Context: an optimization exercise on an open-source flow, tuned for small area. The choices shown serve that exercise and are no tape-out recipe. Function was checked by simulation only, so behaviour that the tests miss may differ from the original. No activity file was given, so power comes from the tool's default toggle rates.

## cp_slot_engine
module cp_slot_engine (
    input  wire        clk,
    input  wire        rst,
    input  wire [3:0]  dip,
    input  wire        res_ok,
    input  wire        tick,
    input  wire        sample,
    input  wire        btn_check,
    input  wire        btn_write,
    input  wire        fa_rsp,
    input  wire [2:0]  fa_status,
    input  wire        fa_flag,
    input  wire [31:0] fa_size,
    input  wire [3:0]  st_idx,
    output wire [3:0]  mux_addr,
    output wire [15:0] led,
    output wire        fa_req,
    output wire [2:0]  fa_cmd,
    output wire [3:0]  fa_speed,
    output wire        arch_req,
    output wire        busy,
    output wire        ready,
    output wire        gerr,
    output wire        fatal,
    output wire [2:0]  run_err,
    output wire [2:0]  fatal_code,
    output wire [1:0]  evt,
    output wire [8:0]  st_data
);
    wire        boot_run, boot_end;
    wire [15:0] m_fast, m_slow, m_on, m_data;
    reg  [3:0]  speed_cfg;
    always @(posedge clk)
        if (rst) speed_cfg <= dip;
    wire sample_en = sample && !rst && !fatal;
    cp_debounce u_db_check (
        .clk(clk), .rst(rst), .en(sample_en), .level(btn_check), .press(evt[0])
    );
    cp_debounce u_db_write (
        .clk(clk), .rst(rst), .en(sample_en), .level(btn_write), .press(evt[1])
    );
    cp_blink u_blink (
        .clk        (clk),
        .rst        (rst),
        .tick       (tick),
        .fatal      (fatal),
        .boot_run   (boot_run),
        .m_fast     (m_fast),
        .m_slow     (m_slow),
        .m_on       (m_on),
        .m_data     (m_data),
        .led_visible(led),
  ...
For scale: ~100 I/O pins, ~9700 sq um of cells after synthesis.
Settings: LEC_CHECK=0, CAP_MARGIN=20, CORE_MARGIN=2, CORE_UTILIZATION=40, CTS_BUF_LIST=sky130_fd_sc_hd__clkbuf_8, GPL_TIMING_DRIVEN=0, SLEW_MARGIN=20; clock period 10.0 ns.
standard.sh (not shown) runs the stock make flow with config.mk's settings and CLKGATE_MAP_FILE= SYNTH_SCRIPT=/design/flow/synth_recipe.tcl, a recipe that flattens the netlist after the stock synthesis.
==> flow/flow/run.sh <==
#!/bin/bash
set -euo pipefail
here=$PWD
cat flow/abc_override.tcl synth_recipe.tcl > "$here/area_synth.tcl"
export FLOW_ABC_SCRIPT="$here/flow/abc_area.script"
bash standard.sh SYNTH_SCRIPT="$here/area_synth.tcl" \
  BUFFER_PORTS_ARGS="-buffer_cell sky130_fd_sc_hd__buf_1" finish > standard.log 2>&1
==> flow/flow/abc_area.script <==
&get -n
&st
&dch
&nf -a
&put
mfs2 -W 8
strash
&get -n
&dch -f
&nf -a -R 1000
&put
mfs2 -W 8
strash
&get -n
&dch -f
&nf -a -R 1000
&put
==> flow/flow/abc_override.tcl <==
# Prepended to synth_recipe.tcl: every abc call runs the area script next to
# this file instead of ORFS's speed script. Registers are untouched.
proc abc {args} {
  set i [lsearch -exact $args -script]
  if {$i >= 0} { set args [lreplace $args [expr {$i+1}] [expr {$i+1}] $::env(FLOW_ABC_SCRIPT)] }
  yosys abc {*}$args
}
The starting point went through all stages and came out clean.
Change:
--- a/flow/config.mk
+++ b/flow/config.mk
@@ -6,8 +6,9 @@
 export NUM_CORES = 4
 export LEC_CHECK = 0
-export CAP_MARGIN = 20
+export CAP_MARGIN = 0
 export CORE_MARGIN = 2
-export CORE_UTILIZATION = 40
+export CORE_UTILIZATION = 65
 export CTS_BUF_LIST = sky130_fd_sc_hd__clkbuf_8
-export GPL_TIMING_DRIVEN = 0
-export SLEW_MARGIN = 20
+export CTS_CLUSTER_DIAMETER = 60
+export CTS_CLUSTER_SIZE = 24
+export SLEW_MARGIN = 0
- The changed run went through all stages and came out clean
- worst hold slack is better by 0.0099 ns
- total power is about the same
- core utilization rises by 28 points
- register-to-register slack gets better by 0.14 ns
- synthesized area is unchanged
- die area shrinks by 38%
- setup slack gets better by 0.025 ns
- non-clock buffer count went down by 10
Change:
==> flow/config.mk (replaced) <==
export PLATFORM = sky130hd
export DESIGN_NAME = cp_slot_engine
export DESIGN_NICKNAME = cp_slot_engine
export VERILOG_FILES = /design/flow/design.v
export SDC_FILE = /design/flow/constraint.sdc
export NUM_CORES = 4
export LEC_CHECK = 0
export CAP_MARGIN = 20
export CORE_MARGIN = 2
export CORE_UTILIZATION = 40
export CTS_BUF_LIST = sky130_fd_sc_hd__clkbuf_8
export SLEW_MARGIN = 20
Global-route usage decreases by 13 points.
Non-clock buffer count is higher by 1.
Clock power falls by 6.2%.
Worst hold slack gets worse by 0.027 ns.
Setup slack gains 0.29 ns.
Change:
--- a/flow/config.mk
+++ b/flow/config.mk
@@ -6,7 +6,7 @@
 export NUM_CORES = 4
 export LEC_CHECK = 0
-export CAP_MARGIN = 20
+export CAP_MARGIN = 0
 export CORE_MARGIN = 2
-export CORE_UTILIZATION = 40
+export CORE_UTILIZATION = 65
 export CTS_BUF_LIST = sky130_fd_sc_hd__clkbuf_8
-export SLEW_MARGIN = 20
+export SLEW_MARGIN = 0
The changed run ran to the end with no violations.
Combinational power went up by a few percent.
Global-route usage came out higher by 13 points.
Area after synthesis stays the same.
Maximum frequency shrinks by a few percent.
Cell area came out lower slightly.
Power went up by a few percent.
Clock-buffer cell count is unchanged.


Setup of job 3928:
cp_slot_engine, a different RTL version from the one above (not shown whole).
Size: roughly 860 cells after synthesis, about 200 flip-flops.
clock: 10.0 ns
lec_check: 0
cap_margin: 20
core_margin: 2
core_utilization: 55
cts_buf_list: sky130_fd_sc_hd__clkbuf_8
slew_margin: 20
==> flow/flow/run.sh <==
#!/bin/bash
# The standard layout with these changes:
#  - synthesis maps the logic with an area-oriented ABC script (flow/abc_area.script);
#    everything else in synthesis, registers included, is synth_recipe.tcl's;
#  - the port buffers are buf_1 instead of ORFS's default cell;
set -euo pipefail
here=$PWD
cat flow/abc_override.tcl synth_recipe.tcl > "$here/area_synth.tcl"
export FLOW_ABC_SCRIPT="$here/flow/abc_area.script"
bash standard.sh SYNTH_SCRIPT="$here/area_synth.tcl" \
  BUFFER_PORTS_ARGS="-buffer_cell sky130_fd_sc_hd__buf_1" \
  CTS_ARGS="-sink_clustering_enable -repair_clock_nets -buf_list sky130_fd_sc_hd__clkbuf_8 -dont_use_dummy_load" \
  finish > standard.log 2>&1
==> flow/flow/abc_area.script <==
&get -n
&st
&deepsyn -T 120
&dch -f
&nf -a -R 1000
&put
mfs2 -W 8
strash
&get -n
&dch -f
&nf -a -R 1000
&put
Scripts as last shown in full above: flow/flow/abc_override.tcl
Inputs modified between job 3928 and job 1033:
Settings: CORE_UTILIZATION changed from 55 to 40.
-- flow/flow/abc_area.script --
<<< job 3928, line 3
&deepsyn -T 120
>>> job 1033, line 3
&dch
&nf -a
&put
mfs2 -W 8
strash
&get -n
==> notes.md <==
- Multi-input gate count on job 1033 is up relative to job 3928.
- Routed wire length essentially unchanged between job 1033 and job 3928.
- Cmp job 1033 and job 3928 / global-route usage / lower: job 1033
- Final worst-path setup slack in job 1033 is 0.25 ns below job 3928.
- Taking job 3928 as the reference point, the overall die height of job 1033 rises by about 17%.
--- input diff job 1033..job 5754 ---
Settings: CORE_UTILIZATION now 70, was 40.
-- flow/flow/abc_area.script --
<<< job 1033, line 3
&dch
&nf -a
&put
mfs2 -W 8
strash
&get -n
>>> job 5754, line 3
&deepsyn -T 60
Findings:
[job 5754 vs job 1033] share of synthesized cell area in and, or, nand and nor gates: lower in job 5754. Between job 1033 and job 5754, the overall routing resource usage is lower for job 1033. Job 5754 improves on job 1033 in setup slack. When the final numbers for job 1033 and job 5754 were put side by side, the fmax turned out to be greater in job 5754. Compared with job 1033, routed length on met2 in job 5754 increased by a little under 10%. Data arrival time of the critical path in job 5754 vs job 1033: down 0.09 ns. Job 5754 vs. job 1033: ratio of cells with drive above 1 in the final layout decreased 0.40 points, met3 wire length increased 61%. Higher final-layout worst hold slack among job 1033 and job 5754: job 1033.
Here is what was changed in the inputs of job 1365 compared with job 5754.
Settings: swapping 70 for 40 in CORE_UTILIZATION.
-- flow/flow/run.sh --
<<< job 5754, line 12
  CTS_ARGS="-sink_clustering_enable -repair_clock_nets -buf_list sky130_fd_sc_hd__clkbuf_8 -dont_use_dummy_load" \
>>> job 1365, line 12
  CTS_ARGS="-sink_clustering_enable -repair_clock_nets -root_buf sky130_fd_sc_hd__clkbuf_16 -buf_list sky130_fd_sc_hd__clkbuf_8 -dont_use_dummy_load" \
Findings:
Job 1365: all stages complete, timing, DRC and antenna checks passed
Summary of job 1365 over job 5754: cell area now larger; via-per-instance ratio saw a decrease.
Share of the core filled with cells in the final layout, job 1365 and job 5754: higher on job 5754
Measured against each other, job 1365 and job 5754 differ in length of routed met3 wiring, the lower figure coming from job 1365.
From job 5754 to job 1365 the numbers moved as follows: filler cell count in the final layout went up, non-clock inverter count in the final layout did not really move, final instance count without filler cells went up, number of design-rule violations left by the first detailed-router iteration went down.
Side by side, layout-stage area growth over the synthesis result turned out higher in job 1365 than in job 5754.
A beginning of the critical path of st_idx[0] is what job 5754 shows, while st_idx[1] belongs to job 1365.
Est. power | job 1365 vs job 5754 | job 1365 higher
Sort job 1365 and job 5754 by period utilization, ascending, and job 5754 comes first.


RTL: one of the versions met above, not the one the previous note started from.
For scale: ~890 cells after synthesis, ~9700 um2 of cells after synthesis.
Settings: LEC_CHECK=0, CAP_MARGIN=20, CORE_MARGIN=2, CORE_UTILIZATION=40, CTS_BUF_LIST=sky130_fd_sc_hd__clkbuf_8, GPL_TIMING_DRIVEN=0, SLEW_MARGIN=20; clock period 10.0 ns.
==> flow/flow/run.sh <==
#!/bin/bash
set -euo pipefail
here=$PWD
cat flow/abc_override.tcl synth_recipe.tcl > "$here/area_synth.tcl"
export FLOW_ABC_SCRIPT="$here/flow/abc_area.script"
bash standard.sh SYNTH_SCRIPT="$here/area_synth.tcl" \
  BUFFER_PORTS_ARGS="-buffer_cell sky130_fd_sc_hd__buf_1" \
  CTS_ARGS="-sink_clustering_enable -repair_clock_nets -buf_list sky130_fd_sc_hd__clkbuf_8 -dont_use_dummy_load" finish > standard.log 2>&1
==> flow/flow/abc_area.script <==
&get -n
&st
&dch
&nf -a
&put
mfs2 -W 8
strash
&get -n
&dch -f
&nf -a -R 1000
&put
mfs2 -W 8
strash
&get -n
&dch -f
&nf -a -R 1000
&put
Scripts as last shown in full above: flow/flow/abc_override.tcl
The starting point passed the timing, design-rule and antenna checks.
Edit:
--- a/flow/config.mk
+++ b/flow/config.mk
@@ -11,3 +11,2 @@
 export CTS_BUF_LIST = sky130_fd_sc_hd__clkbuf_8
-export GPL_TIMING_DRIVEN = 0
 export SLEW_MARGIN = 20
Result: Total power goes down by 0.54%. Non-clock buffer count goes down by 9. Global-route usage goes up by 0.14 points. Die area does not change. Clock-buffer cell count does not change. Final cell count goes down by 0.67%. Worst setup slack is better by 330 ps. Via count goes up by 1.3%. Synthesized area stays the same. Maximum frequency goes up by 5.3%. Sequential share of layout area goes up by 0.74 points.


Another version of the RTL of cp_slot_engine (not shown whole).
For scale: about 1300 cells after synthesis, about 200 flip-flops, about 100 I/O pins, roughly 12000 um^2 of cells after synthesis.
Settings: LEC_CHECK=0, CAP_MARGIN=20, CORE_MARGIN=2, CORE_UTILIZATION=40, SLEW_MARGIN=20; clock period 10.0 ns.
run.sh (not shown) runs the stock make flow with config.mk's settings and CLKGATE_MAP_FILE= SYNTH_SCRIPT=/design/flow/synth_recipe.tcl, a recipe that flattens the netlist after the stock synthesis.
Stock flow here: none of the scripts above is used.
Edit:
==> flow/flow/run.sh (new file) <==
#!/bin/bash
# Standard layout, with the smallest buffer on the ports instead of ORFS's default.
set -euo pipefail
bash standard.sh BUFFER_PORTS_ARGS="-buffer_cell sky130_fd_sc_hd__buf_1" finish > standard.log 2>&1
==> flow/standard.sh (new file) <==
#!/bin/bash
# synth_recipe.tcl (not shown) runs the flow's synth.tcl, then flattens the netlist and writes it again
# the make line also repeats each setting of config.mk as NAME=value (left out here)
make -C /OpenROAD-flow-scripts/flow DESIGN_CONFIG=/design/flow/config.mk WORK_HOME=/design/flow/orfs CLKGATE_MAP_FILE= SYNTH_SCRIPT=/design/flow/synth_recipe.tcl "${@:-finish}"
CTS_BUF_LIST = sky130_fd_sc_hd__clkbuf_8   (was not set)
removed: flow/run.sh
The new run produced a clean layout.
Utilization fell by 2.8 points.
Sequential cell count is unchanged.
Final area fell by 5.9%.
Total power fell by 11%.
Routed wire length fell by 1.8%.
Non-clock buffer count rose by 2.
Fmax rose by 13%.
Clock power fell by 25%.
Setup slack improved by 870 ps.
Via count fell by 0.48%.
Combinational power fell by 13%.
Edit:
CTS_BUF_LIST = sky130_fd_sc_hd__clkbuf_4 sky130_fd_sc_hd__clkbuf_8 sky130_fd_sc_hd__clkbuf_16   (was sky130_fd_sc_hd__clkbuf_8)
Outcome:
- die area is unchanged
- synthesized area stays the same
- cell area increases by 1.6%
- worst setup slack degrades by 30 ps
- total power rises by about 11%
- non-clock buffer count is unchanged
- clock skew falls by 5.0 ps


## v14
cp_slot_engine, a different RTL version from the one above (not shown whole).
For scale: about 200 flip-flops, about 100 I/O pins, ~0.0097 mm² of cells after synthesis.
clock: 10.0 ns
lec_check: 0
cap_margin: 20
core_margin: 2
core_utilization: 40
cts_buf_list: sky130_fd_sc_hd__clkbuf_8
slew_margin: 20
standard.sh (not shown) runs the stock make flow with config.mk's settings and CLKGATE_MAP_FILE= SYNTH_SCRIPT=/design/flow/synth_recipe.tcl, a recipe that flattens the netlist after the stock synthesis.
==> flow/flow/run.sh <==
#!/bin/bash
# The standard layout with these changes:
#  - synthesis maps the logic with an area-oriented ABC script (flow/abc_area.script);
#    everything else in synthesis, registers included, is synth_recipe.tcl's;
#  - the port buffers are buf_1 instead of ORFS's default cell;
set -euo pipefail
here=$PWD
cat flow/abc_override.tcl synth_recipe.tcl > "$here/area_synth.tcl"
export FLOW_ABC_SCRIPT="$here/flow/abc_area.script"
bash standard.sh SYNTH_SCRIPT="$here/area_synth.tcl" \
  BUFFER_PORTS_ARGS="-buffer_cell sky130_fd_sc_hd__buf_1" \
  CTS_ARGS="-sink_clustering_enable -repair_clock_nets -buf_list sky130_fd_sc_hd__clkbuf_16 -dont_use_dummy_load" \
  finish > standard.log 2>&1
Scripts as last shown in full above: flow/flow/abc_area.script, flow/flow/abc_override.tcl
Input changes introduced in v55 (baseline for comparison: v14):
- putting PLACE_DENSITY at 0.75 where nothing was set
diff --git a/flow/flow/run.sh b/flow/flow/run.sh
--- a/flow/flow/run.sh
+++ b/flow/flow/run.sh
@@ -12 +12 @@
-  CTS_ARGS="-sink_clustering_enable -repair_clock_nets -buf_list sky130_fd_sc_hd__clkbuf_16 -dont_use_dummy_load" \
+  CTS_ARGS="-sink_clustering_enable -repair_clock_nets -buf_list sky130_fd_sc_hd__clkbuf_8 -dont_use_dummy_load" \
Results
Area growth from synthesis to final layout in v55 is 2.0 points lower than in v14
v14 leaves more setup margin than v55.
The via count reported for v55 is smaller than that of v14 by 66.
Worst-case headroom to the max-slew limit (v55 over v14): increase, 2.2 points
Combinational power (v55 over v14): decrease, about 1%
v55 vs v14: cell area after layout down slightly
The share of cell area taken by flip-flops and latches in v55 was higher than what v14 gave.
When v55 is measured against v14, its final critical delay including setup and external delays turns out 0.0048 ns higher.
For v20, these inputs were changed with respect to v55:
- changing CORE_UTILIZATION from 40 to 55
- removing PLACE_DENSITY (formerly 0.75)
Results
- On v20: cell row count is about 14% lower than what v55 gave.
- Comparing v20 with v55, the power came out essentially unchanged.
- v55 → v20: wire length on met3 moved down; cell count fell by 93; proportion of layout cells with a drive suffix above 1 neither gained nor lost much.
- The sequential fraction of total cell area in v20 was higher than what v55 gave.


sierra:
cp_slot_engine with an RTL version that a note above also has.
Size in the first run: about 880 cells after synthesis, ~200 flip-flops, ~100 I/O pins, about 9400 um^2 of cells after synthesis.
clock: 10.0 ns
lec_check: 0
cap_margin: 0
core_margin: 2
core_utilization: 40
cts_buf_list: sky130_fd_sc_hd__clkbuf_8
slew_margin: 0
==> flow/flow/run.sh <==
#!/bin/bash
# The standard layout with these changes:
#  - synthesis maps the logic with an area-oriented ABC script (flow/abc_area.script);
#    everything else in synthesis, registers included, is synth_recipe.tcl's;
#  - the port buffers are buf_1 instead of ORFS's default cell;
set -euo pipefail
here=$PWD
cat flow/abc_override.tcl synth_recipe.tcl > "$here/area_synth.tcl"
export FLOW_ABC_SCRIPT="$here/flow/abc_area.script"
bash standard.sh SYNTH_SCRIPT="$here/area_synth.tcl" \
  BUFFER_PORTS_ARGS="-buffer_cell sky130_fd_sc_hd__buf_1" \
  CTS_ARGS="-sink_clustering_enable -repair_clock_nets -buf_list sky130_fd_sc_hd__clkbuf_8 -dont_use_dummy_load" \
  finish > standard.log 2>&1
Scripts as last shown in full above: flow/flow/abc_area.script, flow/flow/abc_override.tcl
Input changes introduced in pepper (baseline for comparison: sierra):
# sierra
export LEC_CHECK = 0
export CAP_MARGIN = 0
export CORE_MARGIN = 2
export CORE_UTILIZATION = 40
export CTS_BUF_LIST = sky130_fd_sc_hd__clkbuf_8
export SLEW_MARGIN = 0
create_clock -name core_clock -period 10.0 [get_ports {clk}]
# pepper
export LEC_CHECK = 0
export CAP_MARGIN = 20
export CORE_MARGIN = 2
export CORE_UTILIZATION = 55
export CTS_BUF_LIST = sky130_fd_sc_hd__clkbuf_8
export SLEW_MARGIN = 20
create_clock -name core_clock -period 10.0 [get_ports {clk}]
==> flow/flow/abc_area.script <==
&get -n
&st
&deepsyn -T 60
&dch -f
&nf -a -R 1000
&put
mfs2 -W 8
strash
&get -n
&dch -f
&nf -a -R 1000
&put
[summary]
pepper finished all stages; the layout is clean. sierra finished end to end and its layout was clean on timing, DRC and antenna. On normalized max-slew margin: pepper sits above sierra. sierra reports its last element of the critical path as st_data[8] while pepper reports st_data[4]. Summary of the comparison: synthesized instance count is lower in pepper, relative to sierra. Clock network latency to the later pin of the worst-skew pair (higher): sierra. Setup slack: pepper and sierra compared, lower one is sierra.

==> separate check: timing with driven ports <==
In the flow no input, the clock included, has a driving cell. The finished layouts below were timed again as built, in two steps. Step 1, drivers: a clkbuf_16 drives clk and a buf_2 each remaining input, both assumed. Step 2 moves the port delays by t, midway between the first and last clock arrival at a register: inputs arrive t later, outputs are due t later. That takes back most of the time a late clock gives input paths. Slacks: ideal ports / drivers / drivers and shift; pairs: ideal ports / drivers.
run | t, ns | setup slack, ns | latest minus earliest clock arrival (ns)
the first run of note 1 | 0.523 | 3.529 / 3.504 / 3.504 | 0.019 / 0.018
the second run of note 1 | 0.533 | 3.554 / 3.521 / 3.521 | 0.019 / 0.018
the third run of note 1 | 0.514 | 3.840 / 3.811 / 3.811 | 0.023 / 0.022
the fourth run of note 1 | 0.533 | 3.554 / 3.521 / 3.521 | 0.019 / 0.018
job 3928 | 0.487 | 3.871 / 3.819 / 3.819 | 0.031 / 0.031
job 1033 | 0.503 | 3.621 / 3.574 / 3.574 | 0.047 / 0.048
job 5754 | 0.504 | 3.712 / 3.670 / 3.670 | 0.034 / 0.035
job 1365 | 0.426 | 3.656 / 3.586 / 3.586 | 0.059 / 0.059
the first run of note 3 | 0.502 | 3.497 / 3.474 / 3.474 | 0.048 / 0.048
the second run of note 3 | 0.496 | 3.826 / 3.797 / 3.797 | 0.052 / 0.052
the first run of note 4 | 0.495 | 2.217 / 2.164 / 2.164 | 0.010 / 0.011
the second run of note 4 | 0.538 | 3.084 / 3.016 / 3.016 | 0.020 / 0.020
the third run of note 4 | 0.496 | 3.054 / 2.986 / 2.986 | 0.015 / 0.015
v14 | 0.463 | 3.770 / 3.748 / 3.748 | 0.025 / 0.025
v55 | 0.497 | 3.765 / 3.739 / 3.739 | 0.035 / 0.035
v20 | 0.510 | 3.746 / 3.719 / 3.719 | 0.048 / 0.048
sierra | 0.506 | 3.626 / 3.579 / 3.579 | 0.049 / 0.049
pepper | 0.491 | 3.829 / 3.805 / 3.805 | 0.038 / 0.038
After both steps setup and hold are still met in every run listed. For job 1365, which loses most, drivers alone change the setup slack by -0.070 ns; drivers and shift together by -0.070 ns.
